This is an optimization exercise on Yosys and OpenROAD, whose aim is small area, a short achievable clock period and few clock cycles per item, not a production implementation.
Only simulation tests tie the RTL to the original design; equivalence was not proved.
Power and IR drop assume default switching activity.

File: flow/design.v
module fst_hash_engine (
    input  wire        clk,
    input  wire        rst_n,
    input  wire        key_wr,
    input  wire [3:0]  key_addr,
    input  wire [31:0] key_data,
    input  wire        in_valid,
    output wire        in_ready,
    input  wire [31:0] in_data,
    input  wire        in_v4,
    output wire        out_valid,
    input  wire        out_ready,
    output wire [31:0] out_hash
);
    reg  [31:0] ring [0:9];
    reg  [3:0]  ph;
    reg  [19:0] mask;                
    wire [3:0]  ph_n  = (ph >= 4'd9) ? 4'd0 : ph + 4'd1;
    wire [3:0]  ph_nn = (ph_n == 4'd9) ? 4'd0 : ph_n + 4'd1;
    wire        kw    = key_wr && (key_addr < 4'd10);
    wire [31:0] wdata = rst_n ? key_data : 32'd0;
    integer s;
    always @(posedge clk) begin
        for (s = 0; s < 10; s = s + 1) begin
            if (!rst_n || (kw && key_addr == ((ph_n + s >= 10) ? ph_n + s - 10 : ph_n + s)))
                ring[s] <= wdata;
            else
                ring[s] <= ring[(s + 1) % 10];
        end
    end
    always @(posedge clk) begin
        if (!rst_n)
            ph <= 4'd0;
        else
            ph <= ph_n;
    end
    always @(posedge clk) begin
        if (!rst_n)
            mask <= 20'd0;
        else if (key_wr && key_addr == 4'd10)
            mask <= key_data[19:0];
    end
    reg  [3:0]  wc;
    reg         v4r;
    reg         rdy;
    reg  [31:0] dr;
    reg         dfirst, dlast, fin;
    reg  [19:0] acc;                 
    reg  [19:0] oreg;
    reg         ov;
    wire        xfer = in_valid && rdy;
    wire        v4e  = (wc == 4'd0) ? in_v4 : v4r;
    wire        w9   = (wc == 4'd9);
    wire        zero_w = v4e && (wc == 4'd0 || wc == 4'd1 || wc == 4'd4 || wc == 4'd5);
    wire        ffff_w = v4e && (wc == 4'd2 || wc == 4'd6);
    wire [31:0] dnorm = w9     ? {in_data[7:0], 24'd0} :
                        zero_w ? 32'd0 :
                        ffff_w ? 32'h0000FFFF : in_data;
    wire [3:0]  wc_n = xfer ? (w9 ? 4'd0 : wc + 4'd1) : wc;
    wire        ov_n = fin ? 1'b1 : (ov && out_ready) ? 1'b0 : ov;
    always @(posedge clk) begin
        dr <= xfer ? dnorm : 32'd0;
        if (xfer && wc == 4'd0)
            v4r <= in_v4;
    end
    always @(posedge clk) begin
        if (!rst_n) begin
            wc     <= 4'd0;
            rdy    <= 1'b0;
            dfirst <= 1'b0;
            dlast  <= 1'b0;
            fin    <= 1'b0;
            ov     <= 1'b0;
        end else begin
            wc     <= wc_n;
            rdy    <= (wc_n == ph_nn) && (wc_n != 4'd9 || !ov_n);
            dfirst <= xfer && (wc == 4'd0);
            dlast  <= xfer && w9;
            fin    <= dlast;
            ov     <= ov_n;
        end
    end
    wire [50:0] win = {ring[1][18:0], ring[0]};
    reg  [19:0] prod;
    integer h, j;
    always @(*) begin
        for (h = 0; h < 20; h = h + 1) begin
            prod[h] = 1'b0;
            for (j = 0; j < 32; j = j + 1)
                prod[h] = prod[h] ^ (dr[j] & win[43 - 8*(j/8) + (j%8) - (19-h)]);
        end
    end
    always @(posedge clk) begin
        acc <= (dfirst ? 20'd0 : acc) ^ prod;
        if (fin)
            oreg <= acc & mask;
    end
    assign in_ready  = rdy;
    assign out_valid = ov;
    assign out_hash  = {12'd0, oreg};
endmodule
File: flow/run.sh
#!/bin/bash
# synth_recipe.tcl (not shown) runs the flow's synth.tcl, then flattens the netlist and writes it again
# the make line also repeats each setting of config.mk as NAME=value (left out here)
make -C /OpenROAD-flow-scripts/flow DESIGN_CONFIG=/design/flow/config.mk WORK_HOME=/design/flow/orfs CLKGATE_MAP_FILE= SYNTH_SCRIPT=/design/flow/synth_recipe.tcl finish
File: flow/config.mk
export PLATFORM = sky130hd
export DESIGN_NAME = fst_hash_engine
export DESIGN_NICKNAME = fst_hash_engine
export VERILOG_FILES = /design/flow/design.v
export SDC_FILE = /design/flow/constraint.sdc
export NUM_CORES = 4
export LEC_CHECK = 0
export CAP_MARGIN = 20
export CORE_MARGIN = 2
export CORE_UTILIZATION = 30
export SLEW_MARGIN = 20
File: flow/constraint.sdc
create_clock -name core_clock -period 6.0 [get_ports {clk}]
set_input_delay 1.2000 -clock core_clock [delete_from_list [all_inputs] [get_ports {clk}]]
set_output_delay 1.2000 -clock core_clock [all_outputs]
set_load 0.01 [all_outputs]
==> flow_summary.ini, run 1 <==
[run_status]
outcome = no timing/DRC/antenna violations

[clock_network]
clock_path_buffers = 3
htree_levels = 2
cts_made_buffers = 46
ctsHoldBuffers = 0
post_cts_resize_count = 0
cts_num_sinks = 426
root_buffer = clkbuf_16
clk_latency_ps = 600
cts_setup_buffers = 0
cts_tree = built
cts.clk_slew.worst_paths_ps = 60

[power_and_ir_drop]
power_mw = 7.05
vdd.ir_drop.worst_uv = 154
p_leak_nw = 10.8
power.density_nw_per_um2 = 243

[synth]
syn_area_per_cell_um2 = 8.35
yosysMostFrequentCell = nand2_1
synth_top_area_cell = dfxtp_1
synth_warnings = 2
synth-seq-area-share_pct = 34.4
synthArstFlopShare_pct = 0
synthFlopType = dfxtp_1
synthCells = 3045
yosys.area.top_type_share_pct = 31.9
synthTopCellsByArea = dfxtp_1 (32%), xnor2_1 (18%), nand2_1 (14%), mux2i_1 (13%), xor2_1 (4.9%)
synthTopCellsByCount = nand2_1 (963), xnor2_1 (528), dfxtp_1 (405), mux2i_1 (328), clkbuf_1 (187)
synth_edf_count = 21
syn_area_um2 = 25400
ys_ff_latch = 426
ys_types = 68

[global_route]
grt_usage_pct = 18.8
antenna_found_initial = 6
grt_overflow = 0
grt_pass1_wl_um = 125000
grt_max_degree = 184
grt_pass1_vias = 19700

[worst_hold_path]
hp-start = ring[6][18]
min_to = ring[5][18]
hold_depth = 2
min_path_type = reg -> reg

[setup_path]
cp_cell_sequence = inv_1 > ha_1 > nor3b_2 > o21ai_4 > inv_2 > ha_1 > nor2b_1 > o311ai_2 > o21ai_0 > ha_1 > inv_1 > a311oi_1 > a211oi_1 > xnor2_1 > nor3_4 > buf_4 > mux2i_1
cpPeakStageDelay_ps = 560
critical_path_required_ps = 6530
r2r_end = ring[1][10]
crit_path_end_kind = flip-flop
r2r-start = ph[0]
worstPathArrival_ps = 5520
ff2ff_setup_slack_ps = 1000
crit_buf_inv = 4
critPathKind = reg -> reg
crit_top_cell = ha_1
critical_path.slowest_cell = o311ai_2
path_max_fanout = 32
r2r_cells = 17
cpLargestDelayFamily = compound AO/OA/AOI/OAI gates
crit_path_start_kind = flip-flop

[sta]
skew_ps = 31.7
tightest_slew_ps = 1350
setup_viol = 0
timing.slew.headroom_pct = 9.65
fin_setup_tns_ps = 0
hold_viol_final = 0
fmax_mhz = 200
rsz0062_at_grt = no
slew_violations = 0
min_period_ps = 5000
final.period_utilization_pct = 83.3

[die]
die_h_um = 295
initial_core_util_pct = 30.3
dieWidth_um = 295
die-area_um2 = 87100
core_area_um2 = 83800
io_pins = 108
rows = 106

[final_layout]
nNetsFinal = 3137
stdcell_area_um2 = 29000
syn_to_final_growth_pct = 14.0
fin_util_pct = 34.6
layout-drive-gt1-share_pct = 5.70

[drt]
vias = 20500
firstDrtPassIters = 6
drc_errors = 0
drt-initial-drc-count = 1986
wl_per_cell_um = 19.7
ant_nets = 0
viasPerCell = 4.88
totalWireLength_um = 82800

[placed_design]
io_buffers = 95
place_area_um2 = 27400
hpwl_um = 50000
gp_congestion = 0.888

[job]
drv_cap = 0
[state kept, by name, summed over array words and instances (netlist names), 4 cells and up]
| register | count |
|---|---|
| ph | 4 |
| oreg | 20 |
| dr | 32 |
| acc | 20 |
| mask | 20 |
| wc | 4 |
| ring | 320 |
[logic make-up after synthesis]
kind of cell	synth area share, %
mux	13.0
xor+xnor	23.1
buf+inv	4.41
simple gates	19.9
fa+ha+maj	1.60
compound gates	3.63
other cells	0.0147
flops	34.4
[stage by stage]
| stage | hold WS (ps) | cells | worst slack, ps |
|---|---|---|---|
| after detailed placement | 427 | 4117 | 1130 |
| final | 440 | 4203 | 1000 |
| after floorplan | 412 | 3056 | 1880 |
| after CTS | 433 | 4202 | 1080 |
| after global routing | 456 | 4202 | 669 |
| after global placement | 418 | 4116 | 1240 |
[cells in the final DEF (no fill, tap or decap), types with 3 or more instances in the layout]
cell and instances:
nand3_1 12, a22oi_1 3, nand2b_1 18, and2_1 37
buf_4 65, ha_1 31, buf_12 3, a21oi_1 21
mux2i_1 328, inv_2 5, nor2b_1 112, xor2_1 141
inv_1 20, a31oi_1 7, a22o_1 10, dfxtp_2 3
o31ai_1 3, xnor2_1 528, clkbuf_8 7, conb_1 12
nor3_1 7, nand2_1 963, clkinv_2 8, a21boi_0 20
clkbuf_1 11, clkdlybuf4s50_1 94, dfxtp_1 402, nand3b_1 3
a311oi_1 4, o21ai_0 21, a21o_1 3, o2111ai_1 3
o21a_1 16, clkbuf_16 48, nor2_1 11, nand4_1 8
o22ai_1 3, edfxtp_1 21
[tightest hold or removal path, delay by kind of cell (launching register included)]
| kind | cells | cell delay, ps |
|---|---|---|
| AND/OR/NAND/NOR | 1 | 50 |
| multiplexers | 1 | 60 |
| flip-flops | 1 | 300 |
[power by group]
part | internal [mW] | total [mW] | switching, mW | leakage, nW
Clock | 1.67 | 2.91 | 1.24 | 0.764
Combinational | 0.496 | 1.10 | 0.601 | 6.53
Sequential | 2.96 | 3.05 | 0.0871 | 3.51
Total | 5.12 | 7.05 | 1.93 | 10.8
[cell type report]
| cell class | instances | area, um2 |
|---|---|---|
| fill | 8716 | 54800 |
| multi-input combinational | 2368 | 15600 |
| sequential | 426 | 8740 |
| timing repair buffer | 164 | 1520 |
| tap | 1134 | 1420 |
| clock buffer | 66 | 1340 |
| clock inverter | 19 | 229 |
| inverter | 25 | 93.8 |
| antenna | 1 | 2.50 |
[metal layers]
| metal | track usage (%) | vias to the layer above | wire [um] |
|---|---|---|---|
| li1 | - | 9549 | - |
| met1 | 25.2 | 9629 | 34800 |
| met2 | 29.2 | 1017 | 35900 |
| met3 | 4.33 | 287 | 8480 |
| met4 | 7.44 | 12 | 3570 |
| met5 | 0 | - | 70 |
[worst max-delay path by stage]
stage	from	to	depth (start not counted)	slack (ps)
after CTS	ph[0]	ring[1][10]	17	1080
after floorplan	ph[0]	ring[1][20]	19	1880
after detailed placement	ph[0]	ring[1][10]	17	1130
after global placement	ph[0]	ring[1][4]	17	1240
final	ph[0]	ring[1][10]	17	1000
after global routing	ph[0]	ring[1][10]	18	670
Testbench counts, summed over its fixed seeds: cycles 9,670, items 960.
==> run 2, diff against run 1 <==
--- a/flow/config.mk
+++ b/flow/config.mk
@@ -6,6 +6,8 @@
 export NUM_CORES = 4
 export LEC_CHECK = 0
+export ABC_CLOCK_PERIOD_IN_PS = 2000
 export CAP_MARGIN = 20
 export CORE_MARGIN = 2
 export CORE_UTILIZATION = 30
+export SETUP_SLACK_MARGIN = 3.8
 export SLEW_MARGIN = 20
==> flow_summary.ini, run 2 <==
[final_layout]
nNetsFinal = 3247
reg_top3 = ring: 320 flops, dr: 32 flops
layout-drive-gt1-share_pct = 13.1
layout_common_cells = nand2_1 (958), xnor2_1 (522), dfxtp_1 (375)
largest_reg_flops = 320
top_register = ring
syn_to_final_growth_pct = 23.0
layout_commonest_cell = nand2_1

[die]
initial_core_util_pct = 30.3
io_pins = 108
dieWidth_um = 295
die-area_um2 = 87100
die_h_um = 295
rows = 106
core_area_um2 = 83800

[sta]
final.period_utilization_pct = 64.4
timing.slew.headroom_pct = 48.1
fmax_mhz = 259
finalWorstSetupSlack_ps = 2130
skew_ps = 46.9
setup_viol = 0
hold_viol_final = 0
rsz0062_at_grt = yes
holdWs_ps = 432
tightest_slew_ps = 777
min_period_ps = 3870
slew_violations = 0
fin_setup_tns_ps = 0

[placed_design]
hpwl_um = 49600
gp_congestion = 0.891
io_buffers = 95
dp_slack_ps = 1520

[clock_network]
htree_levels = 2
ctsHoldBuffers = 0
cts_tree = built
clk_latency_ps = 630
cts_num_sinks = 426
root_buffer = clkbuf_16
cts_made_buffers = 45
cts.clk_slew.worst_paths_ps = 60
clock_path_buffers = 3

[drt]
firstDrtPassIters = 7
drc_errors = 0
totalWireLength_um = 93800
wl_per_cell_um = 21.8
vias = 21700
viasPerCell = 5.03
ant_nets = 0
drt-initial-drc-count = 2219

[synth]
synthFlopType = dfxtp_1
syn_area_per_cell_um2 = 8.35
synthCells = 3045
ys_types = 68
synth_top_area_cell = dfxtp_1
synthTopCellsByArea = dfxtp_1 (32%), xnor2_1 (18%), nand2_1 (14%), mux2i_1 (13%), xor2_1 (4.9%)
synth_edf_count = 21
ys_ff_latch = 426
synthTopCellsByCount = nand2_1 (963), xnor2_1 (528), dfxtp_1 (405), mux2i_1 (328), clkbuf_1 (187)
synthArstFlopShare_pct = 0
synth_warnings = 2
syn_area_um2 = 25400
synth-seq-area-share_pct = 34.4
yosys.area.top_type_share_pct = 31.9
yosysMostFrequentCell = nand2_1

[run_status]
outcome = no timing/DRC/antenna violations

[setup_path]
crit_path_start_kind = flip-flop
cpPeakStageDelay_ps = 390
path_max_fanout = 8
critical_path_required_ps = 6520
crit_path_end_kind = flip-flop
critPathKind = reg -> reg
cp_cell_sequence = inv_4 > ha_4 > nor3b_4 > buf_6 > o21ai_4 > inv_4 > ha_4 > buf_4 > buf_6 > nand2_4 > o211a_4 > buf_4 > buf_6 > inv_8 > o21ai_4 > ha_4 > inv_1 > nand2_1 > nor2_1 > a311oi_1 > nand4b_1 > buf_6 > clkbuf_16 > mux2i_1
crit_top_cell = buf_6
critical_path.slowest_cell = dfxtp_4
worstPathArrival_ps = 4390

[global_route]
grt_pass1_wl_um = 135000
grt_busiest_layer = met2
grt_use_met3_pct = 4.25
grt_pass1_vias = 20600
grt_overflow = 0
grtUsageMet2_pct = 32.7
grt_usage_pct = 20.5
grt_max_degree = 146
antenna_found_initial = 7
met1_usage_pct = 26.5

[worst_hold_path]
min_path_type = reg -> reg

[job]
drv_cap = 0

[power_and_ir_drop]
p_leak_nw = 11.9
p_sw_mw = 2.11
p_int_mw = 5.39
p_clk_share_pct = 40.0
vdd.ir_drop.worst_uv = 204
switching_share_pct = 28.1
combinationalPowerShare_pct = 19.3
seqPwrFrac_pct = 40.7
power.density_nw_per_um2 = 240
==> run 2: critical path: cells and delay by family, from the launching register on <==
kind	cells	cell delay (ps)
AND/OR/NAND/NOR	5	530
adder cells (fa/ha/maj)	3	510
buffers and inverters	11	1270
AO/OA/AOI/OAI	4	840
flip-flops	1	390
multiplexers	1	200
==> run 2: final cells by class <==
| type | count | area, um2 |
|---|---|---|
| diodes | 1 | 2.50 |
| clock buffers | 56 | 1230 |
| clock inverters | 25 | 343 |
| fillers | 8418 | 52500 |
| inverters | 25 | 126 |
| multi-input cells | 2370 | 16300 |
| flip-flops and latches | 426 | 8800 |
| well taps | 1134 | 1420 |
| repair buffers | 273 | 3090 |
==> run 2: kinds of logic (layout without fill, tap and decap cells) <==
family | Yosys count | count (layout) | synth area share, %
simple gates | 1194 | 1196 | 19.9
xor+xnor | 670 | 670 | 23.1
flops | 426 | 426 | 34.4
mux | 330 | 330 | 13.0
buf+inv | 262 | 379 | 4.41
compound gates | 130 | 130 | 3.63
fa+ha+maj | 32 | 32 | 1.60
other cells | 1 | 13 | 0.0147
==> run 2: through the flow <==
stage	cells	power, mW	instance area, um2	utilization (%)
final	4310	7.50	31300	37.3
after global routing	4309	7.74	31300	37.3
after CTS	4289	7.40	30800	36.8
after detailed placement	4108	4.21	27500	32.8
after global placement	4108	4.21	27500	32.7
after floorplan	3056	3.92	25700	-
==> run 2: final timing paths <==
check        cells after the start  slack, ps   from         end
max                             24       2130  ph[0]  ring[5][1]
min                              1        430  dlast         fin
max reg2reg                     24       2130  ph[0]  ring[5][1]
min reg2reg                      1        430  dlast         fin
==> run 2: power by group through the flow <==
stage / Sequential [mW] / Clock, mW / Combinational (mW)
global placement: 3.11 / 0 / 1.10
detailed placement: 3.11 / 0 / 1.10
finish: 3.05 / 3.00 / 1.45
floorplan: 3.06 / 0 / 0.867
global route: 3.06 / 3.15 / 1.53
CTS: 3.05 / 3.03 / 1.32
==> run 2: what timing repair did <==
| action | CTS | global route |
|---|---|---|
| pin swaps | 34 | 29 |
| resized for setup | 262 | 73 |
| setup buffers | 77 | 15 |
| setup endpoints to repair | 400 | 378 |
| gates cloned | 23 | 5 |
==> run 2: per-layer routing <==
metal | vias to the layer above | wire length [um]
li1 | 9788 | -
met1 | 10300 | 38200
met2 | 1187 | 41400
met3 | 371 | 9030
met4 | 12 | 5170
met5 | - | 67
==> run 3, diff against run 2 <==
--- a/flow/design.v
+++ b/flow/design.v
@@ -14,35 +14,42 @@
 );
     reg  [31:0] ring [0:9];
+    reg  [9:0]  kv;
+    reg  [9:0]  wsel;
     reg  [3:0]  ph;
     reg  [19:0] mask;                
+    reg  [31:0] dr;                  
     wire [3:0]  ph_n  = (ph >= 4'd9) ? 4'd0 : ph + 4'd1;
-    wire [3:0]  ph_nn = (ph_n == 4'd9) ? 4'd0 : ph_n + 4'd1;
+    wire [4:0]  tdiff = {1'b0, key_addr} + 5'd8 - {1'b0, ph};    
+    wire [3:0]  tslot = (tdiff >= 5'd10) ? tdiff - 5'd10 : tdiff;
     wire        kw    = key_wr && (key_addr < 4'd10);
-    wire [31:0] wdata = rst_n ? key_data : 32'd0;
     integer s;
     always @(posedge clk) begin
         for (s = 0; s < 10; s = s + 1) begin
-            if (!rst_n || (kw && key_addr == ((ph_n + s >= 10) ? ph_n + s - 10 : ph_n + s)))
-                ring[s] <= wdata;
+            if (wsel[s])
+                ring[s] <= (s % 2) ? ~dr : dr;
             else
-                ring[s] <= ring[(s + 1) % 10];
+                ring[s] <= ~ring[(s + 1) % 10];
         end
     end
     always @(posedge clk) begin
-        if (!rst_n)
-            ph <= 4'd0;
-        else
+        if (!rst_n) begin
+            ph   <= 4'd0;
+            wsel <= 10'd0;
+            kv   <= 10'd0;
+            mask <= 20'd0;
+        end else begin
             ph <= ph_n;
-    end
-    always @(posedge clk) begin
-        if (!rst_n)
-            mask <= 20'd0;
-        else if (key_wr && key_addr == 4'd10)
-            mask <= key_data[19:0];
+            for (s = 0; s < 10; s = s + 1) begin
+                wsel[s] <= kw && (tslot == s);
+                kv[s]   <= wsel[s] | kv[(s + 1) % 10];
+            end
+            if (key_wr && key_addr == 4'd10)
+                mask <= key_data[19:0];
+        end
     end
     reg  [3:0]  wc;
+    reg  [3:0]  dl;
     reg         v4r;
     reg         rdy;
-    reg  [31:0] dr;
     reg         dfirst, dlast, fin;
     reg  [19:0] acc;                 
@@ -58,7 +65,9 @@
                         ffff_w ? 32'h0000FFFF : in_data;
     wire [3:0]  wc_n = xfer ? (w9 ? 4'd0 : wc + 4'd1) : wc;
+    wire [3:0]  dl_m = (dl == 4'd0 || dl > 4'd9) ? 4'd9 : dl - 4'd1;
+    wire [3:0]  dl_n = xfer ? dl : dl_m;
     wire        ov_n = fin ? 1'b1 : (ov && out_ready) ? 1'b0 : ov;
     always @(posedge clk) begin
-        dr <= xfer ? dnorm : 32'd0;
+        dr <= xfer ? dnorm : key_wr ? key_data : 32'd0;
         if (xfer && wc == 4'd0)
             v4r <= in_v4;
@@ -67,4 +76,5 @@
         if (!rst_n) begin
             wc     <= 4'd0;
+            dl     <= 4'd0;
             rdy    <= 1'b0;
             dfirst <= 1'b0;
@@ -74,5 +84,6 @@
         end else begin
             wc     <= wc_n;
-            rdy    <= (wc_n == ph_nn) && (wc_n != 4'd9 || !ov_n);
+            dl     <= dl_n;
+            rdy    <= (dl_n == 4'd1) && (wc_n != 4'd9 || !ov_n);
             dfirst <= xfer && (wc == 4'd0);
             dlast  <= xfer && w9;
@@ -81,5 +92,5 @@
         end
     end
-    wire [50:0] win = {ring[1][18:0], ring[0]};
+    wire [50:0] win = {~ring[1][18:0] & {19{kv[1]}}, ring[0] & {32{kv[0]}}};
     reg  [19:0] prod;
     integer h, j;
--- a/flow/config.mk
+++ b/flow/config.mk
@@ -6,8 +6,6 @@
 export NUM_CORES = 4
 export LEC_CHECK = 0
-export ABC_CLOCK_PERIOD_IN_PS = 2000
 export CAP_MARGIN = 20
 export CORE_MARGIN = 2
 export CORE_UTILIZATION = 30
-export SETUP_SLACK_MARGIN = 3.8
 export SLEW_MARGIN = 20
==> flow_summary.ini, run 3 <==
[clock_network]
cts_num_sinks = 450
cts_tree = built
cts.clk_slew.worst_paths_ps = 60
htree_levels = 2
post_cts_resize_count = 0
clock_path_buffers = 3
root_buffer = clkbuf_16
clk_latency_ps = 590
ctsHoldBuffers = 0
cts_setup_buffers = 0
cts_made_buffers = 47

[final_layout]
syn_to_final_growth_pct = 13.6
top_register = ring
reg_top3 = ring: 320 flops, dr: 32 flops
layout_commonest_cell = nand2_1
layout_common_cells = nand2_1 (604), xnor2_1 (474), dfxtp_1 (416)
nNetsFinal = 2769
antenna_cells = 0
layout-drive-gt1-share_pct = 5.60
largest_reg_flops = 320

[worst_hold_path]
min_path_type = reg -> reg
hp-start = ring[4][25]
min_to = ring[3][25]
hold_depth = 1

[placed_design]
hpwl_um = 44100
dp_slack_ps = 1960
io_buffers = 95
gp_congestion = 0.866

[setup_path]
r2r_end = acc[11]
worstPathArrival_ps = 4000
crit_top_cell = inv_1
path_max_fanout = 5
r2r-start = ring[0][27]
critPathKind = in -> reg
ff2ff_setup_slack_ps = 2910
cp_cell_sequence = clkdlybuf4s50_1 > inv_1 > ha_1 > inv_1 > ha_1 > inv_1 > fa_1 > ha_1 > inv_1 > a31oi_1 > o21a_1 > xnor2_1 > nand3_1 > nor2_1
critical_path.slowest_cell = fa_1
crit_path_start_kind = input pin
crit_path_end_kind = flip-flop
critical_path_required_ps = 6510
r2r_cells = 7
cpPeakStageDelay_ps = 550

[synth]
yosys.area.top_type_share_pct = 35.4
synthMuxAreaShare_pct = 12.0
synth-simple-area-share_pct = 16.6
ys_ff_latch = 450
synthTopCellsByArea = dfxtp_1 (35%), xnor2_1 (17%), mux2i_1 (12%), nand2_1 (9.3%), nor2b_1 (3.6%)
synthFlopType = dfxtp_1
yosysMostFrequentCell = nand2_1
synth_edf_count = 21
synth-seq-area-share_pct = 38.0
synth_adder_area_share_pct = 0.753
synthTopCellsByCount = nand2_1 (604), xnor2_1 (474), dfxtp_1 (429), mux2i_1 (291), nor2b_1 (141)
synth_top_area_cell = dfxtp_1
synthCells = 2685
synth_compound_gate_area_share_pct = 3.30
synth_top_family_by_area = XOR/XNOR gates
ys_types = 41
syn_area_um2 = 24300
synthXorXnorAreaFrac_pct = 24.1
syn_area_per_cell_um2 = 9.04
synth_warnings = 2
synthArstFlopShare_pct = 0

[sta]
setup_viol = 0
slew_violations = 0
finalWorstSetupSlack_ps = 2510
skew_ps = 14.4
fmax_mhz = 287
tightest_slew_ps = 1320
timing.slew.headroom_pct = 11.6
final.period_utilization_pct = 58.2
hold_viol_final = 0
min_period_ps = 3490
rsz0062_at_grt = no
fin_setup_tns_ps = 0

[global_route]
grt_overflow = 0
grt_usage_pct = 17.1
grt_pass1_vias = 16700
antenna_found_initial = 1
grt_pass1_wl_um = 108000
grt_max_degree = 63

[run_status]
outcome = no timing/DRC/antenna violations

[drt]
totalWireLength_um = 72300
drt-initial-drc-count = 1425
ant_nets = 0
viasPerCell = 4.66
wl_per_cell_um = 19.2
firstDrtPassIters = 9
drc_errors = 0
vias = 17600

[job]
drv_cap = 0

[die]
io_pins = 108
rows = 104
core_area_um2 = 80300
die-area_um2 = 83200
initial_core_util_pct = 30.2
dieWidth_um = 288
die_h_um = 288

[power_and_ir_drop]
power.density_nw_per_um2 = 527
power_mw = 14.5
p_leak_nw = 9.64
vdd.ir_drop.worst_uv = 303
[run 3: where the power goes]
group | switching, mW | leakage [nW] | internal, mW
logic | 3.44 | 5.12 | 3.10
clock network | 1.21 | 0.741 | 1.66
registers | 0.927 | 3.77 | 4.21
[run 3: cell families (layout without fill, tap and decap cells)]
| group | after synthesis | in the layout |
|---|---|---|
| other | 1 | 12 |
| xor gates and xnor gates | 609 | 609 |
| DFF | 450 | 450 |
| and+or+nand+nor | 912 | 912 |
| muxes | 291 | 291 |
| buffers and inverters | 285 | 303 |
| adders and majority gates | 14 | 14 |
| AOI/OAI and AO/OA | 123 | 123 |
[run 3: how the worst max path moves through the flow]
stage,cells past startpoint,from,slack (ps),endpoint
finish,14,key_addr[0],2510,wsel[0]
floorplan,11,key_addr[1],2690,wsel[3]
global route,14,key_addr[0],2360,wsel[4]
detailed placement,14,key_addr[0],1960,wsel[4]
global placement,14,key_addr[0],1990,wsel[0]
CTS,14,key_addr[0],2570,wsel[0]
[run 3: cell type report]
type | count | area [um2]
fillers | 8193 | 52700
flip-flops and latches | 450 | 9240
well taps | 1060 | 1330
repair buffers | 162 | 1450
inverters | 59 | 221
clock buffers | 72 | 1410
multi-input cells | 1961 | 13800
clock inverters | 10 | 104
[run 3: worst max-delay path, delay by kind of cell]
| family | cells | cell delay (ps) |
|---|---|---|
| buffers and inverters | 5 | 710 |
| XOR/XNOR | 1 | 350 |
| AND/OR/NAND/NOR | 2 | 330 |
| adder cells (fa/ha/maj) | 4 | 1140 |
| AO/OA/AOI/OAI | 2 | 260 |
[run 3: routing by layer]
metal / share of wire, % / up-vias / GRT usage, % / wire length, um
met5: 0 / - / 0 / 0
met4: 2.5 / 0 / 5.06 / 1840
met3: 7.4 / 132 / 2.99 / 5320
met2: 45 / 619 / 27.3 / 32700
met1: 45 / 8424 / 23.5 / 32500
li1: - / 8398 / - / -
[run 3: metrics by stage]
stage                     instances  hold WS (ps)  cell area [um2]  utilization (%)
after global placement         3692           388            26100             32.5
final                          3774           392            27600             34.4
after detailed placement       3692           392            26100             32.5
after floorplan                2696           387            24300                -
after global routing           3774           404            27600             34.4
after CTS                      3774           394            27600             34.4
Testbench counts of run 3, summed over its fixed seeds: cycles 9,670, items 960.
==> run 4, diff against run 3 <==
--- a/flow/design.v
+++ b/flow/design.v
@@ -16,12 +16,18 @@
     reg  [9:0]  kv;
     reg  [9:0]  wsel;
-    reg  [3:0]  ph;
+    reg  [9:0]  ph;                  
     reg  [19:0] mask;                
     reg  [31:0] dr;                  
-    wire [3:0]  ph_n  = (ph >= 4'd9) ? 4'd0 : ph + 4'd1;
-    wire [4:0]  tdiff = {1'b0, key_addr} + 5'd8 - {1'b0, ph};    
-    wire [3:0]  tslot = (tdiff >= 5'd10) ? tdiff - 5'd10 : tdiff;
+    integer s;
     wire        kw    = key_wr && (key_addr < 4'd10);
-    integer s;
+    reg  [9:0]  tsel;
+    integer t;
+    always @(*) begin
+        for (s = 0; s < 10; s = s + 1) begin
+            tsel[s] = 1'b0;
+            for (t = 0; t < 10; t = t + 1)
+                tsel[s] = tsel[s] | ((key_addr == t) & ph[(t + 18 - s) % 10]);
+        end
+    end
     always @(posedge clk) begin
         for (s = 0; s < 10; s = s + 1) begin
@@ -34,12 +40,12 @@
     always @(posedge clk) begin
         if (!rst_n) begin
-            ph   <= 4'd0;
+            ph   <= 10'd1;
             wsel <= 10'd0;
             kv   <= 10'd0;
             mask <= 20'd0;
         end else begin
-            ph <= ph_n;
+            ph <= {ph[8:0], ph[9]};
             for (s = 0; s < 10; s = s + 1) begin
-                wsel[s] <= kw && (tslot == s);
+                wsel[s] <= kw && tsel[s];
                 kv[s]   <= wsel[s] | kv[(s + 1) % 10];
             end
--- a/flow/config.mk
+++ b/flow/config.mk
@@ -9,3 +9,4 @@
 export CORE_MARGIN = 2
 export CORE_UTILIZATION = 30
+export SETUP_SLACK_MARGIN = 3.2
 export SLEW_MARGIN = 20
==> flow_summary.ini, run 4 <==
[clock_network]
post_cts_resize_count = 3
root_buffer = clkbuf_16
clk_latency_ps = 590
cts_num_sinks = 456
cts_tree = built
cts_setup_buffers = 0
ctsHoldBuffers = 0
cts.clk_slew.worst_paths_ps = 60
clock_path_buffers = 3
cts_made_buffers = 47
htree_levels = 2

[placed_design]
dp_cells = 3761
hpwl_um = 44500
io_buffers = 95
place_area_um2 = 26000
dp_slack_ps = 2580
gp_congestion = 0.863

[die]
io_pins = 108
die-area_um2 = 84300
initial_core_util_pct = 30.1
die_h_um = 290
dieWidth_um = 290
rows = 105
core_area_um2 = 81600

[final_layout]
layout-drive-gt1-share_pct = 6.55
layout_common_cells = nand2_1 (593), xnor2_1 (547), dfxtp_1 (415)
stdcell_area_um2 = 27700
reg_top3 = ring: 320 flops, dr: 32 flops
nNetsFinal = 2817
largest_reg_flops = 320
syn_to_final_growth_pct = 12.4
final.fill_count = 8266
stdcell_count = 3848
top_register = ring
layout_commonest_cell = nand2_1

[sta]
final.period_utilization_pct = 46.3
timing.slew.headroom_pct = 24.6
tightest_slew_ps = 1130
hold_viol_final = 0
rsz0062_at_grt = yes
fin_setup_tns_ps = 0
setup_viol = 0
skew_ps = 17.0
finalWorstSetupSlack_ps = 3220
min_period_ps = 2780
fmax_mhz = 360
slew_violations = 0

[synth]
synth-simple-area-share_pct = 16.1
syn_area_per_cell_um2 = 8.88
synth-seq-area-share_pct = 38.0
synth_compound_gate_area_share_pct = 5.00
yosys.area.top_type_share_pct = 35.4
ys_types = 48
synth_top_family_by_area = XOR/XNOR gates
synthArstFlopShare_pct = 0
synth_edf_count = 21
yosysMostFrequentCell = nand2_1
ys_ff_latch = 456
synth_warnings = 2
syn_area_um2 = 24600
synthCells = 2769
synth_adder_area_share_pct = 0.102
synth_top_area_cell = dfxtp_1
synthFlopType = dfxtp_1
synthMuxAreaShare_pct = 11.8
synthXorXnorAreaFrac_pct = 22.9
synthTopCellsByCount = nand2_1 (593), xnor2_1 (547), dfxtp_1 (435), mux2i_1 (291), nor2_1 (123)
synthTopCellsByArea = dfxtp_1 (35%), xnor2_1 (19%), mux2i_1 (12%), nand2_1 (9.1%), xor2_1 (3.4%)

[power_and_ir_drop]
power.density_nw_per_um2 = 394
combinationalPowerShare_pct = 35.8
p_clk_share_pct = 26.9
seqPwrFrac_pct = 37.3
p_leak_nw = 9.24
vdd.ir_drop.worst_uv = 224
p_int_mw = 7.02
p_sw_mw = 3.87
switching_share_pct = 35.5

[global_route]
grt_overflow = 0
antenna_found_initial = 2
grt_max_degree = 63
grt_usage_pct = 17.1
grt_pass1_wl_um = 112000
grt_pass1_vias = 17700

[drt]
wl_per_cell_um = 19.3
ant_nets = 0
drt-initial-drc-count = 1582
drc_errors = 0
vias = 18300
totalWireLength_um = 74100
viasPerCell = 4.76
firstDrtPassIters = 7

[setup_path]
crit_top_cell = xnor2_1
worstPathArrival_ps = 3240
cp_cell_sequence = nand2_1 > xnor2_1 > xnor2_1 > xnor2_1 > xnor2_1 > xnor2_1 > nand2_1 > xnor2_1
critPathKind = reg -> reg
path_max_fanout = 19
crit_path_end_kind = flip-flop
crit_path_start_kind = flip-flop
cpPeakStageDelay_ps = 990
critical_path_required_ps = 6470
r2r_cells = 8
critical_path.slowest_cell = dfxtp_1

[job]
drv_cap = 0

[worst_hold_path]
min_path_type = reg -> reg
hold_depth = 1

[run_status]
outcome = no timing/DRC/antenna violations
[run 4: cell types whose count changed in the layout (fill, tap and decap cells not counted), moves of 23 or more]
cell	previous run	this run
nor2_1	63	118
nor2b_1	141	76
xnor2_1	474	547
inv_1	59	36
xnor3_1	38	0
[run 4: worst max-delay path, delay by kind of cell, from the launching register on]
family           cells  cell delay (ps)
AND/OR/NAND/NOR      2              320
flip-flops           1              990
XOR/XNOR             6             1350
[run 4: per-layer routing]
metal,vias up,routed length (um),track usage (%)
met3,156,5020,2.55
li1,8674,-,-
met5,-,0,0
met1,8816,32700,22.9
met4,0,2290,6.03
met2,663,34200,28.1
[run 4: cell type report]
type / count / area, um2 / share of cell area (%)
clock buffers: 66 / 1360 / 4.91
inverters: 43 / 161 / 0.584
multi-input cells: 2038 / 13800 / 50.1
clock inverters: 19 / 193 / 0.697
flip-flops and latches: 456 / 9360 / 33.9
diodes: 1 / 2.50 / 0.00905
repair buffers: 155 / 1390 / 5.04
well taps: 1070 / 1340 / 4.84
[run 4: metrics by stage]
step	power, mW	util (%)	hold slack [ps]
6_report	10.9	33.9	397
5_1_grt	11.4	33.9	403
4_1_cts	10.9	33.8	396
3_5_place_dp	7.96	31.9	392
3_3_place_gp	7.92	31.9	388
2_1_floorplan	6.86	-	387
[run 4: kinds of logic after synthesis]
group / after synthesis
buf+inv: 286
fa+ha+maj: 2
mux: 291
flops: 456
xor+xnor: 642
simple gates: 916
other cells: 1
compound gates: 175
[run 4: power by group through the flow]
| stage | sequential [mW] | combinational, mW | clock (mW) |
|---|---|---|---|
| 3_3_place_gp | 4.10 | 3.82 | 0 |
| 3_5_place_dp | 4.10 | 3.85 | 0 |
| 2_1_floorplan | 3.79 | 3.07 | 0 |
| 4_1_cts | 4.04 | 3.87 | 2.98 |
| 6_report | 4.06 | 3.90 | 2.93 |
| 5_1_grt | 4.10 | 4.17 | 3.10 |
[run 4: final timing paths]
kind	endpoint	from	slack (ps)
hold / removal	ring[5][5]	ring[6][5]	400
setup / recovery	acc[9]	ring[0][17]	3220
setup reg to reg	acc[9]	ring[0][17]	3220
hold reg to reg	ring[5][5]	ring[6][5]	400
Testbench counts of run 4, summed over its fixed seeds: cycles 9,670, items 960.
==> run 5, diff against run 4 <==
--- a/flow/design.v
+++ b/flow/design.v
@@ -99,11 +99,32 @@
     end
     wire [50:0] win = {~ring[1][18:0] & {19{kv[1]}}, ring[0] & {32{kv[0]}}};
+    wire [31:0] x;
+    genvar gj;
+    generate
+        for (gj = 0; gj < 32; gj = gj + 1) begin : g_x
+            assign x[24 - 8*(gj/8) + (gj%8)] = dr[gj];
+        end
+    endgenerate
+    wire [9:0]  xs = x[9:0] ^ x[19:10];
+    wire [18:0] ka = win[18:0] ^ win[28:10];
+    wire [18:0] kc = win[38:20] ^ win[28:10];
+    reg  [9:0]  kp, kq, kr;
     reg  [19:0] prod;
     integer h, j;
     always @(*) begin
+        for (h = 0; h < 10; h = h + 1) begin
+            kp[h] = 1'b0;
+            kq[h] = 1'b0;
+            kr[h] = 1'b0;
+            for (j = 0; j < 10; j = j + 1) begin
+                kp[h] = kp[h] ^ (xs[j] & win[10 + h + j]);
+                kq[h] = kq[h] ^ (x[j] & ka[h + j]);
+                kr[h] = kr[h] ^ (x[10 + j] & kc[h + j]);
+            end
+        end
         for (h = 0; h < 20; h = h + 1) begin
-            prod[h] = 1'b0;
-            for (j = 0; j < 32; j = j + 1)
-                prod[h] = prod[h] ^ (dr[j] & win[43 - 8*(j/8) + (j%8) - (19-h)]);
+            prod[h] = (h < 10) ? kp[h] ^ kq[h] : kp[h - 10] ^ kr[h - 10];
+            for (j = 20; j < 32; j = j + 1)
+                prod[h] = prod[h] ^ (x[j] & win[j + h]);
         end
     end
==> flow_summary.ini, run 5 <==
[run_status]
outcome = no timing/DRC/antenna violations

[synth]
syn_area_um2 = 23700
synthFlopType = dfxtp_1
synthArstFlopShare_pct = 0
synthCells = 2603
synthTopCellsByArea = dfxtp_1 (37%), xnor2_1 (16%), mux2i_1 (12%), nand2_1 (7.9%), xor2_1 (3.7%)
synth_edf_count = 21
ys_ff_latch = 456
synth_top_area_cell = dfxtp_1
synthTopCellsByCount = nand2_1 (498), xnor2_1 (443), dfxtp_1 (435), mux2i_1 (291), clkbuf_1 (142)
yosysMostFrequentCell = nand2_1
synth_warnings = 2
yosys.area.top_type_share_pct = 36.8
syn_area_per_cell_um2 = 9.10
synth-seq-area-share_pct = 39.4
ys_types = 46

[drt]
ant_nets = 0
drt-initial-drc-count = 1823
vias = 17900
wl_per_cell_um = 19.5
top_layer_used = met4
met1Wirelength_um = 32600
drc_errors = 0
wl_met3_um = 5000
wl_met2_um = 32900
viasPerCell = 4.79
totalWireLength_um = 72600
firstDrtPassIters = 8

[sta]
hold_viol_final = 0
skew_ps = 19.3
fmax_mhz = 362
rsz0062_at_grt = yes
tightest_slew_ps = 896
timing.slew.headroom_pct = 40.3
min_period_ps = 2760
fin_setup_tns_ps = 0
setup_viol = 0
holdWs_ps = 386
slew_violations = 0
final.period_utilization_pct = 46.1

[final_layout]
layout_common_cells = nand2_1 (497), xnor2_1 (442), dfxtp_1 (405)
layout_commonest_cell = nand2_1
multi_input_area_um2 = 13600
fin_util_pct = 35.3
antenna_cells = 0
top_register = ring
syn_to_final_growth_pct = 17.3
stdcell_count = 3727
register_area_um2 = 9390
layout-drive-gt1-share_pct = 8.78
nNetsFinal = 2718
largest_reg_flops = 320
reg_top3 = ring: 320 flops, dr: 32 flops
final.fill_count = 8023

[clock_network]
ctsHoldBuffers = 0
cts_num_sinks = 456
htree_levels = 2
cts_made_buffers = 47
clock_path_buffers = 3
cts_tree = built
clk_latency_ps = 590
cts.clk_slew.worst_paths_ps = 60
root_buffer = clkbuf_16

[setup_path]
cp_cell_sequence = buf_8 > nor2b_2 > xnor2_1 > buf_4 > nand2_1 > xnor2_1 > xnor3_1 > xnor2_1 > xor2_1 > xnor2_1
critPathKind = reg -> reg
critical_path.slowest_cell = dfxtp_2
ff2ff_setup_slack_ps = 3240
crit_path_end_kind = flip-flop
critical_path_required_ps = 6470
crit_path_start_kind = flip-flop
path_max_fanout = 38
worstPathArrival_ps = 3230
cpPeakStageDelay_ps = 420
crit_top_cell = xnor2_1

[die]
io_pins = 108
core_area_um2 = 78600
die-area_um2 = 81200
initial_core_util_pct = 30.1
die_h_um = 285
dieWidth_um = 285
rows = 103

[global_route]
grt_usage_pct = 17.5
grt_max_degree = 63
grt_pass1_wl_um = 109000
antenna_found_initial = 1
grt_overflow = 0
grt_pass1_vias = 17300

[power_and_ir_drop]
power.density_nw_per_um2 = 381
vdd.ir_drop.worst_uv = 214
p_leak_nw = 9.40
power_mw = 10.6

[job]
drv_cap = 0

[placed_design]
io_buffers = 95
gp_congestion = 0.896
hpwl_um = 45600
dp_cells = 3621

[worst_hold_path]
min_path_type = reg -> reg
run 5: logic make-up (layout without fill, tap and decap cells):
family / after synthesis / after routing / share of synthesized area, %
AO/OA/AOI/OAI: 179 / 179 / 5.28
AND/OR/NAND/NOR: 854 / 854 / 16.0
adder cells (fa/ha/maj): 2 / 2 / 0.106
other: 1 / 12 / 0.0158
XOR/XNOR: 573 / 573 / 22.6
buffers and inverters: 246 / 309 / 4.29
multiplexers: 292 / 292 / 12.3
flip-flops: 456 / 456 / 39.4
run 5: metal layers:
layer  up-vias  global-route usage (%)
met3       157                    2.62
li1       8374                       -
met5         -                       0
met1      8679                    24.1
met4         0                    5.84
met2       643                    27.9
run 5: cell type report:
type | instances | area share [%]
multi-input combinational | 1912 | 49.1
sequential | 456 | 33.8
timing repair buffer | 181 | 5.89
clock buffer | 66 | 4.98
tap | 1050 | 4.73
clock inverter | 18 | 0.964
inverter | 44 | 0.594
run 5: metrics by stage:
step,setup WS (ps),cell area [um2]
floorplan,3250,23700
global placement,1900,25600
detailed placement,2490,25700
CTS,3120,27600
global route,3150,27800
finish,3240,27800
run 5: worst paths after layout:
check | startpoint | endpoint | depth (start not counted)
worst min-delay path | ring[5][17] | ring[4][17] | 1
worst max register to register | kv[1] | acc[13] | 10
worst min register to register | ring[5][17] | ring[4][17] | 1
worst max-delay path | kv[1] | acc[13] | 10
run 5: repair_timing:
item | in CTS | in global routing
endpoints found under the hold margin | 0 | 0
setup endpoints to repair | 31 | 56
pin swaps | 3 | 5
gates resized for setup | 34 | 22
buffers inserted | 6 | 16
run 5: report_power, final:
part | leakage [nW] | internal [mW] | switching (mW) | total, mW
registers | 3.78 | 3.59 | 0.437 | 4.03
logic | 4.82 | 1.59 | 1.87 | 3.46
clock network | 0.798 | 1.87 | 1.24 | 3.11
run 5: critical path: cells and delay by family (launching register included):
kind                   cells  cell delay (ps)
XOR/XNOR                   6             1340
AND/OR/NAND/NOR            2              410
flip-flops                 1              420
buffers and inverters      2              450
Testbench counts of run 5, summed over its fixed seeds: cycles 9,670, items 960.
==> run 6, diff against run 5 <==
--- a/flow/design.v
+++ b/flow/design.v
@@ -14,5 +14,4 @@
 );
     reg  [31:0] ring [0:9];
-    reg  [9:0]  kv;
     reg  [9:0]  wsel;
     reg  [9:0]  ph;                  
@@ -41,6 +40,5 @@
         if (!rst_n) begin
             ph   <= 10'd1;
-            wsel <= 10'd0;
-            kv   <= 10'd0;
+            wsel <= 10'h3FF;
             mask <= 20'd0;
         end else begin
@@ -48,5 +46,4 @@
             for (s = 0; s < 10; s = s + 1) begin
                 wsel[s] <= kw && tsel[s];
-                kv[s]   <= wsel[s] | kv[(s + 1) % 10];
             end
             if (key_wr && key_addr == 4'd10)
@@ -58,5 +55,6 @@
     reg         v4r;
     reg         rdy;
-    reg         dfirst, dlast, fin;
+    reg         dfirst, dlast, pfirst, plast, fin;
+    reg  [19:0] preg;                
     reg  [19:0] acc;                 
     reg  [19:0] oreg;
@@ -86,4 +84,6 @@
             dfirst <= 1'b0;
             dlast  <= 1'b0;
+            pfirst <= 1'b0;
+            plast  <= 1'b0;
             fin    <= 1'b0;
             ov     <= 1'b0;
@@ -94,9 +94,11 @@
             dfirst <= xfer && (wc == 4'd0);
             dlast  <= xfer && w9;
-            fin    <= dlast;
+            pfirst <= dfirst;
+            plast  <= dlast;
+            fin    <= plast;
             ov     <= ov_n;
         end
     end
-    wire [50:0] win = {~ring[1][18:0] & {19{kv[1]}}, ring[0] & {32{kv[0]}}};
+    wire [50:0] win = {~ring[1][18:0], ring[0]};
     wire [31:0] x;
     genvar gj;
@@ -130,5 +132,6 @@
     end
     always @(posedge clk) begin
-        acc <= (dfirst ? 20'd0 : acc) ^ prod;
+        preg <= prod;
+        acc  <= (pfirst ? 20'd0 : acc) ^ preg;
         if (fin)
             oreg <= acc & mask;
==> flow/flow/run.sh (new file) <==
#!/bin/bash
# Layout: the standard flow (standard.sh) unchanged, except that the
# port buffers are plain buf_2 cells instead of the delay buffers that
# buffer_ports picks by default. Every port still gets its own buffer.
set -euo pipefail
bash standard.sh finish "BUFFER_PORTS_ARGS=-buffer_cell sky130_fd_sc_hd__buf_2" > standard.log 2>&1
==> flow/standard.sh (new file) <==
#!/bin/bash
# synth_recipe.tcl (not shown) runs the flow's synth.tcl, then flattens the netlist and writes it again
# the make line also repeats each setting of config.mk as NAME=value (left out here)
make -C /OpenROAD-flow-scripts/flow DESIGN_CONFIG=/design/flow/config.mk WORK_HOME=/design/flow/orfs CLKGATE_MAP_FILE= SYNTH_SCRIPT=/design/flow/synth_recipe.tcl "${@:-finish}"
--- a/flow/config.mk
+++ b/flow/config.mk
@@ -9,4 +9,6 @@
 export CORE_MARGIN = 2
 export CORE_UTILIZATION = 30
-export SETUP_SLACK_MARGIN = 3.2
+export CTS_CLUSTER_DIAMETER = 150
+export CTS_CLUSTER_SIZE = 30
+export SETUP_SLACK_MARGIN = 3.62
 export SLEW_MARGIN = 20
removed: flow/run.sh
==> flow_summary.ini, run 6 <==
[power_and_ir_drop]
switching_share_pct = 33.9
p_sw_mw = 3.36
vdd.ir_drop.worst_uv = 178
p_leak_nw = 10.5
combinationalPowerShare_pct = 41.6
p_int_mw = 6.54
power.density_nw_per_um2 = 365
p_clk_share_pct = 16.6
seqPwrFrac_pct = 41.8

[run_status]
outcome = no timing/DRC/antenna violations

[final_layout]
layout_common_cells = nand2_1 (482), xnor2_1 (406), dfxtp_1 (400)
syn_to_final_growth_pct = 12.3
nNetsFinal = 2643
reg_top3 = ring: 320 flops, dr: 32 flops
final.fill_count = 8159
layout_commonest_cell = nand2_1
fin_util_pct = 33.9
largest_reg_flops = 320
top_register = ring
layout-drive-gt1-share_pct = 13.0

[job]
drv_cap = 0

[synth]
yosysMostFrequentCell = nand2_1
ys_types = 57
synth_top_area_cell = dfxtp_1
ys_ff_latch = 468
synthCells = 2536
synthArstFlopShare_pct = 0
synthTopCellsByArea = dfxtp_1 (37%), xnor2_1 (15%), mux2i_1 (12%), nand2_1 (7.5%), xor2_1 (3.2%)
syn_area_um2 = 24200
synth-seq-area-share_pct = 39.6
yosys.area.top_type_share_pct = 37.0
synth_warnings = 2
synthTopCellsByCount = nand2_1 (482), dfxtp_1 (447), xnor2_1 (413), mux2i_1 (296), nor2b_1 (121)
synth_edf_count = 21
synthFlopType = dfxtp_1
syn_area_per_cell_um2 = 9.53

[sta]
final.period_utilization_pct = 39.4
tightest_slew_ps = 848
hold_viol_final = 0
timing.slew.headroom_pct = 43.4
slew_violations = 0
skew_ps = 21.8
setup_viol = 0
min_period_ps = 2370
rsz0062_at_grt = yes
fin_setup_tns_ps = 0
fmax_mhz = 423

[clock_network]
clk_latency_ps = 560
cts_made_buffers = 20
cts_tree = built
htree_levels = 1
cts_num_sinks = 468
root_buffer = clkbuf_16
clock_path_buffers = 3
cts.clk_slew.worst_paths_ps = 110

[global_route]
grt_usage_pct = 15.4
grt_max_degree = 62
grt_pass1_vias = 15900
grt_pass1_wl_um = 98800
antenna_found_initial = 0
grt_overflow = 0

[die]
rows = 104
initial_core_util_pct = 30.2
die_h_um = 288
die-area_um2 = 82900
core_area_um2 = 80200
dieWidth_um = 288
io_pins = 108

[setup_path]
critical_path_required_ps = 6430
worstPathArrival_ps = 2800
crit_path_end_kind = flip-flop
ff2ff_setup_slack_ps = 3630
crit_path_start_kind = flip-flop
path_max_fanout = 18
critPathKind = reg -> reg

[worst_hold_path]
min_path_type = reg -> reg

[placed_design]
io_buffers = 95
gp_congestion = 0.882
hpwl_um = 42200

[drt]
ant_nets = 0
drc_errors = 0
firstDrtPassIters = 6
wl_per_cell_um = 17.9
drt-initial-drc-count = 1314
totalWireLength_um = 65200
vias = 16800
viasPerCell = 4.61
[run 6: per-layer routing]
layer / vias up / global-route usage [%] / routed length [um]
li1: 8103 / - / -
met1: 8057 / 20.9 / 28900
met3: 100 / 1.58 / 3390
met2: 503 / 25.8 / 31300
met4: 0 / 4.15 / 1630
met5: - / 0 / 0
[run 6: cell type report]
class	count	area (um2)	share of cell area (%)
Multi-Input combinational cell	1833	13800	50.9
Inverter	49	188	0.691
Sequential cell	468	9660	35.6
Antenna cell	1	2.50	0.00921
Timing Repair Buffer	195	1580	5.80
Tap cell	1060	1330	4.88
Clock buffer	25	541	1.99
Clock inverter	3	48.8	0.180
[run 6: what timing repair did]
action / CTS / global route
setup endpoints to repair: 44 / 46
pin swaps: 13 / 15
resized for setup: 92 / 67
hold buffers: 0 / 0
buffers inserted: 23 / 29
endpoints found under the hold margin: 0 / 0
[run 6: critical path: stages, from the launching register on]
cell	delay, ps
dfxtp_1	370
buf_8	230
xor2_4	170
buf_4	180
nand2_1	100
xnor2_2	210
xnor2_2	130
xnor3_2	440
xnor3_1	390
[run 6: per-stage QoR]
| stage | worst slack (ps) | hold WS [ps] | area [um2] | power, mW | std cells |
|---|---|---|---|---|---|
| final | 3630 | 378 | 27200 | 9.91 | 3634 |
| after global routing | 3570 | 392 | 27200 | 10.4 | 3633 |
| after CTS | 3580 | 386 | 26600 | 9.82 | 3604 |
| after detailed placement | 2620 | 392 | 25400 | 8.01 | 3553 |
| after global placement | 2700 | 388 | 25400 | 7.98 | 3553 |
| after floorplan | 3510 | 387 | 24200 | 7.00 | 2547 |
[run 6: kinds of logic after synthesis]
kind of cell             synth area share (%)
AO/OA/AOI/OAI                            4.66
XOR/XNOR                                 23.5
adder cells (fa/ha/maj)                 0.103
buffers and inverters                    4.73
flip-flops                               39.6
multiplexers                             12.5
other                                  0.0155
AND/OR/NAND/NOR                          14.9
[run 6: power by group through the flow]
| stage | Sequential [mW] | Combinational, mW | Clock, mW |
|---|---|---|---|
| after floorplan | 3.96 | 3.03 | 0 |
| after global placement | 4.17 | 3.81 | 0 |
| after detailed placement | 4.17 | 3.83 | 0 |
| after CTS | 4.13 | 3.98 | 1.71 |
| after global routing | 4.20 | 4.39 | 1.81 |
| final | 4.15 | 4.12 | 1.64 |
[run 6: final timing paths]
check / cells after the start / from / endpoint
setup / recovery: 8 / dr[22] / preg[15]
hold / removal: 1 / ring[5][1] / ring[4][1]
setup reg to reg: 8 / dr[22] / preg[15]
hold reg to reg: 1 / ring[5][1] / ring[4][1]
Testbench counts of run 6, summed over its fixed seeds: cycles 9,671, items 960.
==> run 7, diff against run 6 <==
--- a/flow/design.v
+++ b/flow/design.v
@@ -29,11 +29,10 @@
         end
     end
+    reg  [9:0]  wkeep;
+    wire [31:0] dr_n = ~dr;
     always @(posedge clk) begin
-        for (s = 0; s < 10; s = s + 1) begin
-            if (wsel[s])
-                ring[s] <= (s % 2) ? ~dr : dr;
-            else
-                ring[s] <= ~ring[(s + 1) % 10];
-        end
+        for (s = 0; s < 10; s = s + 1)
+            ring[s] <= ~((ring[(s + 1) % 10] & {32{wkeep[s]}}) |
+                         (((s % 2) ? dr : dr_n) & {32{wsel[s]}}));
     end
     always @(posedge clk) begin
@@ -41,9 +40,11 @@
             ph   <= 10'd1;
             wsel <= 10'h3FF;
+            wkeep <= 10'h000;
             mask <= 20'd0;
         end else begin
             ph <= {ph[8:0], ph[9]};
             for (s = 0; s < 10; s = s + 1) begin
-                wsel[s] <= kw && tsel[s];
+                wsel[s]  <= kw && tsel[s];
+                wkeep[s] <= !(kw && tsel[s]);
             end
             if (key_wr && key_addr == 4'd10)
@@ -58,6 +59,8 @@
     reg  [19:0] preg;                
     reg  [19:0] acc;                 
-    reg  [19:0] oreg;
-    reg         ov;
+    reg  [19:0] oreg;                
+    reg         ov;                  
+    reg  [19:0] oq;                  
+    reg         ovq;                 
     wire        xfer = in_valid && rdy;
     wire        v4e  = (wc == 4'd0) ? in_v4 : v4r;
@@ -71,5 +74,6 @@
     wire [3:0]  dl_m = (dl == 4'd0 || dl > 4'd9) ? 4'd9 : dl - 4'd1;
     wire [3:0]  dl_n = xfer ? dl : dl_m;
-    wire        ov_n = fin ? 1'b1 : (ov && out_ready) ? 1'b0 : ov;
+    wire        take = ovq && out_ready;
+    wire        ov_n = fin ? 1'b1 : take ? 1'b0 : ov;
     always @(posedge clk) begin
         dr <= xfer ? dnorm : key_wr ? key_data : 32'd0;
@@ -88,4 +92,5 @@
             fin    <= 1'b0;
             ov     <= 1'b0;
+            ovq    <= 1'b0;
         end else begin
             wc     <= wc_n;
@@ -98,35 +103,15 @@
             fin    <= plast;
             ov     <= ov_n;
+            ovq    <= ov && !take;
         end
     end
     wire [50:0] win = {~ring[1][18:0], ring[0]};
-    wire [31:0] x;
-    genvar gj;
-    generate
-        for (gj = 0; gj < 32; gj = gj + 1) begin : g_x
-            assign x[24 - 8*(gj/8) + (gj%8)] = dr[gj];
-        end
-    endgenerate
-    wire [9:0]  xs = x[9:0] ^ x[19:10];
-    wire [18:0] ka = win[18:0] ^ win[28:10];
-    wire [18:0] kc = win[38:20] ^ win[28:10];
-    reg  [9:0]  kp, kq, kr;
     reg  [19:0] prod;
     integer h, j;
     always @(*) begin
-        for (h = 0; h < 10; h = h + 1) begin
-            kp[h] = 1'b0;
-            kq[h] = 1'b0;
-            kr[h] = 1'b0;
-            for (j = 0; j < 10; j = j + 1) begin
-                kp[h] = kp[h] ^ (xs[j] & win[10 + h + j]);
-                kq[h] = kq[h] ^ (x[j] & ka[h + j]);
-                kr[h] = kr[h] ^ (x[10 + j] & kc[h + j]);
-            end
-        end
         for (h = 0; h < 20; h = h + 1) begin
-            prod[h] = (h < 10) ? kp[h] ^ kq[h] : kp[h - 10] ^ kr[h - 10];
-            for (j = 20; j < 32; j = j + 1)
-                prod[h] = prod[h] ^ (x[j] & win[j + h]);
+            prod[h] = 1'b0;
+            for (j = 0; j < 32; j = j + 1)
+                prod[h] = prod[h] ^ (dr[j] & win[24 - 8*(j/8) + (j%8) + h]);
         end
     end
@@ -136,7 +121,8 @@
         if (fin)
             oreg <= acc & mask;
+        oq <= oreg;
     end
     assign in_ready  = rdy;
-    assign out_valid = ov;
-    assign out_hash  = {12'd0, oreg};
+    assign out_valid = ovq;
+    assign out_hash  = {12'd0, oq};
 endmodule
--- a/flow/config.mk
+++ b/flow/config.mk
@@ -11,4 +11,4 @@
 export CTS_CLUSTER_DIAMETER = 150
 export CTS_CLUSTER_SIZE = 30
-export SETUP_SLACK_MARGIN = 3.62
+export SETUP_SLACK_MARGIN = 3.75
 export SLEW_MARGIN = 20
==> flow_summary.ini, run 7 <==
[synth]
synth_compound_gate_area_share_pct = 13.6
synthTopCellsByArea = dfxtp_1 (39%), xnor2_1 (20%), a22oi_1 (9.8%), nand2_1 (8.0%), nand2b_1 (2.6%)
synth_top_area_cell = dfxtp_1
synth_warnings = 2
synth-simple-area-share_pct = 16.4
yosys.area.top_type_share_pct = 38.6
synth-seq-area-share_pct = 41.1
yosysMostFrequentCell = xnor2_1
synthCells = 2781
synth_adder_area_share_pct = 0.101
syn_area_um2 = 24800
synthFlopType = dfxtp_1
synthXorXnorAreaFrac_pct = 22.7
synthTopCellsByCount = xnor2_1 (572), nand2_1 (528), dfxtp_1 (478), a22oi_1 (323), buf_2 (114)
synth_edf_count = 21
synthMuxAreaShare_pct = 0.711
synthArstFlopShare_pct = 0
ys_ff_latch = 499
ys_types = 56
syn_area_per_cell_um2 = 8.92
synth_top_family_by_area = XOR/XNOR gates

[final_layout]
final.fill_count = 8478
layout_commonest_cell = xnor2_1
stdcell_area_um2 = 26700
multi_input_area_um2 = 13400
top_register = ring
nNetsFinal = 2780
reg_top3 = ring: 320 flops, dr: 32 flops
syn_to_final_growth_pct = 7.58
layout-drive-gt1-share_pct = 8.86
antenna_cells = 0
register_area_um2 = 10300
largest_reg_flops = 320
layout_common_cells = xnor2_1 (571), nand2_1 (528), dfxtp_1 (428)

[sta]
hold_viol_final = 0
min_period_ps = 2250
fin_setup_tns_ps = 0
rsz0062_at_grt = yes
tightest_slew_ps = 1080
timing.slew.headroom_pct = 27.9
fmax_mhz = 445
slew_violations = 0
skew_ps = 29.0
setup_viol = 0
final.period_utilization_pct = 37.5

[clock_network]
ctsHoldBuffers = 0
clk_latency_ps = 610
clock_path_buffers = 3
cts_tree = built
htree_levels = 1
cts_num_sinks = 499
cts.clk_slew.worst_paths_ps = 110
root_buffer = clkbuf_16
cts_made_buffers = 20

[global_route]
grt_pass1_wl_um = 121000
antenna_found_initial = 1
grt_pass1_vias = 19000
grt_usage_pct = 18.2
grt_overflow = 0
grt_max_degree = 65

[setup_path]
critical_path.slowest_cell = dfxtp_2
critical_path_required_ps = 4800
r2r_cells = 7
cp_num_cells = 1
cpLargestDelayFamily = flip-flops
crit_buf_inv = 1
critPathKind = reg -> out
crit_path_start_kind = flip-flop
cpPeakStageDelay_ps = 350
path_max_fanout = 2
worstPathArrival_ps = 1050
cp_cell_sequence = buf_6
crit_path_end_kind = output port

[die]
io_pins = 108
initial_core_util_pct = 30.3
rows = 105
die_h_um = 292
die-area_um2 = 85000
core_area_um2 = 82000
dieWidth_um = 292

[worst_hold_path]
hold_depth = 0
min_path_type = reg -> reg

[drt]
vias = 19300
wl_per_cell_um = 21.0
drc_errors = 0
viasPerCell = 5.12
firstDrtPassIters = 6
ant_nets = 0
drt-initial-drc-count = 2150
totalWireLength_um = 79400

[placed_design]
io_buffers = 95
gp_congestion = 0.827
hpwl_um = 44000
place_area_um2 = 25900

[power_and_ir_drop]
power.density_nw_per_um2 = 339
vdd.ir_drop.worst_uv = 216
p_leak_nw = 9.39

[run_status]
outcome = no timing/DRC/antenna violations

[job]
drv_cap = 0
## run 7: layout make-up
cell class,count,area share [%]
multi-input combinational,1992,50.1
sequential,499,38.5
tap,1070,5.02
timing repair buffer,142,3.55
clock buffer,25,1.95
inverter,49,0.689
clock inverter,2,0.173
## run 7: power breakdown
part,leakage [nW],switching (mW),internal [mW]
combinational,4.88,1.54,1.42
clock,0.271,1.06,0.632
sequential,4.23,0.530,3.86
total,9.39,3.13,5.91
## run 7: timing repair
item / CTS / global route
setup buffers: 1 / 1
cloned: 0 / 1
pin swaps: 1 / 1
gates resized for setup: 31 / 28
setup endpoints to repair: 68 / 68
## run 7: logic make-up (layout without fill, tap and decap cells)
family | after synthesis | after routing
compound gates | 456 | 456
buf+inv | 301 | 218
simple gates | 867 | 867
fa+ha+maj | 2 | 2
flops | 499 | 499
other cells | 1 | 12
mux | 13 | 13
xor+xnor | 642 | 642
## run 7: final timing paths
check | end | from | slack, ps
worst min register to register | oq[3] | oreg[3] | 350
worst max-delay path | out_valid | ovq | 3750
worst min-delay path | oq[3] | oreg[3] | 350
worst max register to register | preg[19] | dr[6] | 3760
## run 7: routing by layer
metal  wire length [um]  global-route usage (%)  up-vias  part of all wire (%)
met5                  0                       0        -                     0
met4               2310                    5.00        0                   2.9
met3               7580                    3.29      178                   9.5
met2              34700                    29.1      968                    44
met1              34800                    25.1     9333                    44
li1                   -                       -     8851                     -
## run 7: per-stage QoR
stage          hold WS (ps)  setup WS, ps  utilization (%)  std cells  total power [mW]
6_report                347          3750             32.5       3779              9.04
3_3_place_gp            325          2360             31.6       3749              7.32
5_1_grt                 360          3720             32.5       3779              9.48
2_1_floorplan           323          3420                -       2792              6.54
4_1_cts                 354          3640             32.4       3777              9.04
3_5_place_dp            328          2290             31.6       3749              7.35
Testbench counts of run 7, summed over its fixed seeds: cycles 9,669, items 960.
==> run 8, diff against run 7 <==
--- a/flow/config.mk
+++ b/flow/config.mk
@@ -8,7 +8,8 @@
 export CAP_MARGIN = 20
 export CORE_MARGIN = 2
-export CORE_UTILIZATION = 30
+export CORE_UTILIZATION = 60
 export CTS_CLUSTER_DIAMETER = 150
-export CTS_CLUSTER_SIZE = 30
-export SETUP_SLACK_MARGIN = 3.75
-export SLEW_MARGIN = 20
+export CTS_CLUSTER_SIZE = 24
+export PLACE_DENSITY = 0.72
+export SETUP_SLACK_MARGIN = 3.78
+export SLEW_MARGIN = 40
==> flow_summary.ini, run 8 <==
[setup_path]
crit_path_end_kind = output port
r2r_end = preg[5]
r2r-start = ring[0][14]
crit_buf_inv = 1
worstPathArrival_ps = 1050
critical_path_required_ps = 4800
r2r_cells = 6
ff2ff_setup_slack_ps = 3790
cp_num_cells = 1
crit_path_start_kind = flip-flop
critical_path.slowest_cell = dfxtp_2
critPathKind = reg -> out
cp_cell_sequence = buf_6
cpPeakStageDelay_ps = 340
path_max_fanout = 3
cpLargestDelayFamily = flip-flops

[sta]
rsz0062_at_grt = yes
finalWorstSetupSlack_ps = 3750
fmax_mhz = 445
tightest_slew_ps = 888
holdWs_ps = 348
fin_setup_tns_ps = 0
slew_violations = 0
setup_viol = 0
min_period_ps = 2250
final.period_utilization_pct = 37.4
skew_ps = 23.3
timing.slew.headroom_pct = 40.8
hold_viol_final = 0

[die]
die-area_um2 = 43000
die_h_um = 207
io_pins = 108
initial_core_util_pct = 60.7
dieWidth_um = 207
rows = 74
core_area_um2 = 40800

[drt]
firstDrtPassIters = 6
ant_nets = 0
vias = 20200
totalWireLength_um = 77400
wl_per_cell_um = 23.8
viasPerCell = 6.21
drt-initial-drc-count = 2402
drc_errors = 0

[clock_network]
cts.clk_slew.worst_paths_ps = 100
cts_tree = built
clk_latency_ps = 600
cts_made_buffers = 24
ctsHoldBuffers = 0
htree_levels = 1
root_buffer = clkbuf_16
clock_path_buffers = 3
cts_num_sinks = 499

[power_and_ir_drop]
vdd.ir_drop.worst_uv = 243
p_leak_nw = 9.48
power.density_nw_per_um2 = 350

[global_route]
grt_max_degree = 65
grt_overflow = 0
antenna_found_initial = 0
grt_pass1_vias = 20000
grt_pass1_wl_um = 118000
grt_usage_pct = 34.9

[job]
drv_cap = 0

[final_layout]
syn_to_final_growth_pct = 5.64
antenna_cells = 0
layout_common_cells = xnor2_1 (571), nand2_1 (527), dfxtp_1 (433)
stdcell_count = 3253
top_register = ring
final.fill_count = 3382
layout_commonest_cell = xnor2_1
nNetsFinal = 2791
stdcell_area_um2 = 26200
reg_top3 = ring: 320 flops, dr: 32 flops
largest_reg_flops = 320
layout-drive-gt1-share_pct = 9.15

[worst_hold_path]
min_path_type = reg -> reg
hp-start = oreg[2]
hold_depth = 0
min_to = oq[2]

[synth]
ys_types = 56
synth_edf_count = 21
synthArstFlopShare_pct = 0
synth-seq-area-share_pct = 41.1
synth_warnings = 2
yosys.area.top_type_share_pct = 38.6
synth_top_area_cell = dfxtp_1
ys_ff_latch = 499
synthTopCellsByArea = dfxtp_1 (39%), xnor2_1 (20%), a22oi_1 (9.8%), nand2_1 (8.0%), nand2b_1 (2.6%)
syn_area_per_cell_um2 = 8.92
synthTopCellsByCount = xnor2_1 (572), nand2_1 (528), dfxtp_1 (478), a22oi_1 (323), buf_2 (114)
synthCells = 2781
synthFlopType = dfxtp_1
yosysMostFrequentCell = xnor2_1
syn_area_um2 = 24800

[placed_design]
dp_slack_ps = 2540
dp_cells = 3210
gp_congestion = 0.866
place_area_um2 = 25200
hpwl_um = 44200
io_buffers = 95

[run_status]
outcome = no timing/DRC/antenna violations
==> run 8: cell count changes in the layout (fill, tap and decap cells not counted), sizes merged <==
| cell | before | now |
|---|---|---|
| clkinv | 2 | 1 |
| buf | 140 | 145 |
| clkinvlp | 0 | 2 |
| clkbuf | 27 | 33 |
| inv | 49 | 48 |
| and3 | 7 | 8 |
==> run 8: worst max path at each step <==
| stage | end | from | slack (ps) |
|---|---|---|---|
| global placement | mask[19] | key_addr[1] | 2610 |
| CTS | mask[11] | key_addr[3] | 3660 |
| floorplan | wsel[8] | key_addr[0] | 3420 |
| global route | in_ready | rdy | 3720 |
| finish | in_ready | rdy | 3750 |
| detailed placement | mask[17] | key_addr[1] | 2540 |
==> run 8: cell type report <==
| type | instances | area (um2) | share of cell area, % |
|---|---|---|---|
| multi-input cells | 1993 | 13400 | 51.1 |
| flip-flops and latches | 499 | 10300 | 39.3 |
| repair buffers | 148 | 1010 | 3.87 |
| well taps | 532 | 666 | 2.54 |
| clock buffers | 30 | 623 | 2.38 |
| inverters | 49 | 188 | 0.716 |
| clock inverters | 2 | 37.5 | 0.143 |
==> run 8: power breakdown <==
group          internal, mW  switching, mW
Combinational          1.42           1.56
Clock                 0.743           1.05
Sequential             3.86          0.538
==> run 8: timing repair <==
action / in CTS / in global routing
cloned: 0 / 3
endpoints found under the setup margin: 62 / 65
gates resized for setup: 23 / 19
buffers inserted: 0 / 7
endpoints found under the hold margin: 0 / 0
pin swaps: 0 / 4
==> run 8: stage by stage <==
stage                     util (%)  total power, mW
after floorplan                  -             6.54
after global placement        61.7             7.26
after detailed placement      61.8             7.33
after CTS                     63.6             9.08
after global routing          64.2             9.52
final                         64.2             9.17
==> run 8: kinds of logic after synthesis <==
kind of cell | share of synthesized area (%)
other cells | 0.0151
compound gates | 13.6
buf+inv | 5.45
fa+ha+maj | 0.101
flops | 41.1
xor+xnor | 22.7
simple gates | 16.4
mux | 0.711
==> run 8: metal layers <==
metal | global-route usage [%] | wire length, um | vias up
li1 | - | - | 8886
met1 | 44.0 | 29600 | 9679
met2 | 58.0 | 35500 | 1275
met3 | 6.75 | 8260 | 347
met4 | 15.8 | 3970 | 0
met5 | 0 | 0 | -

Setup slack of run 8, layout unchanged: 3.754 ns with ideal ports, 3.697 ns with driving cells assumed (clock clkbuf_16, inputs buf_2), 3.110 ns with port delays also shifted by the 0.647 ns mid clock arrival.
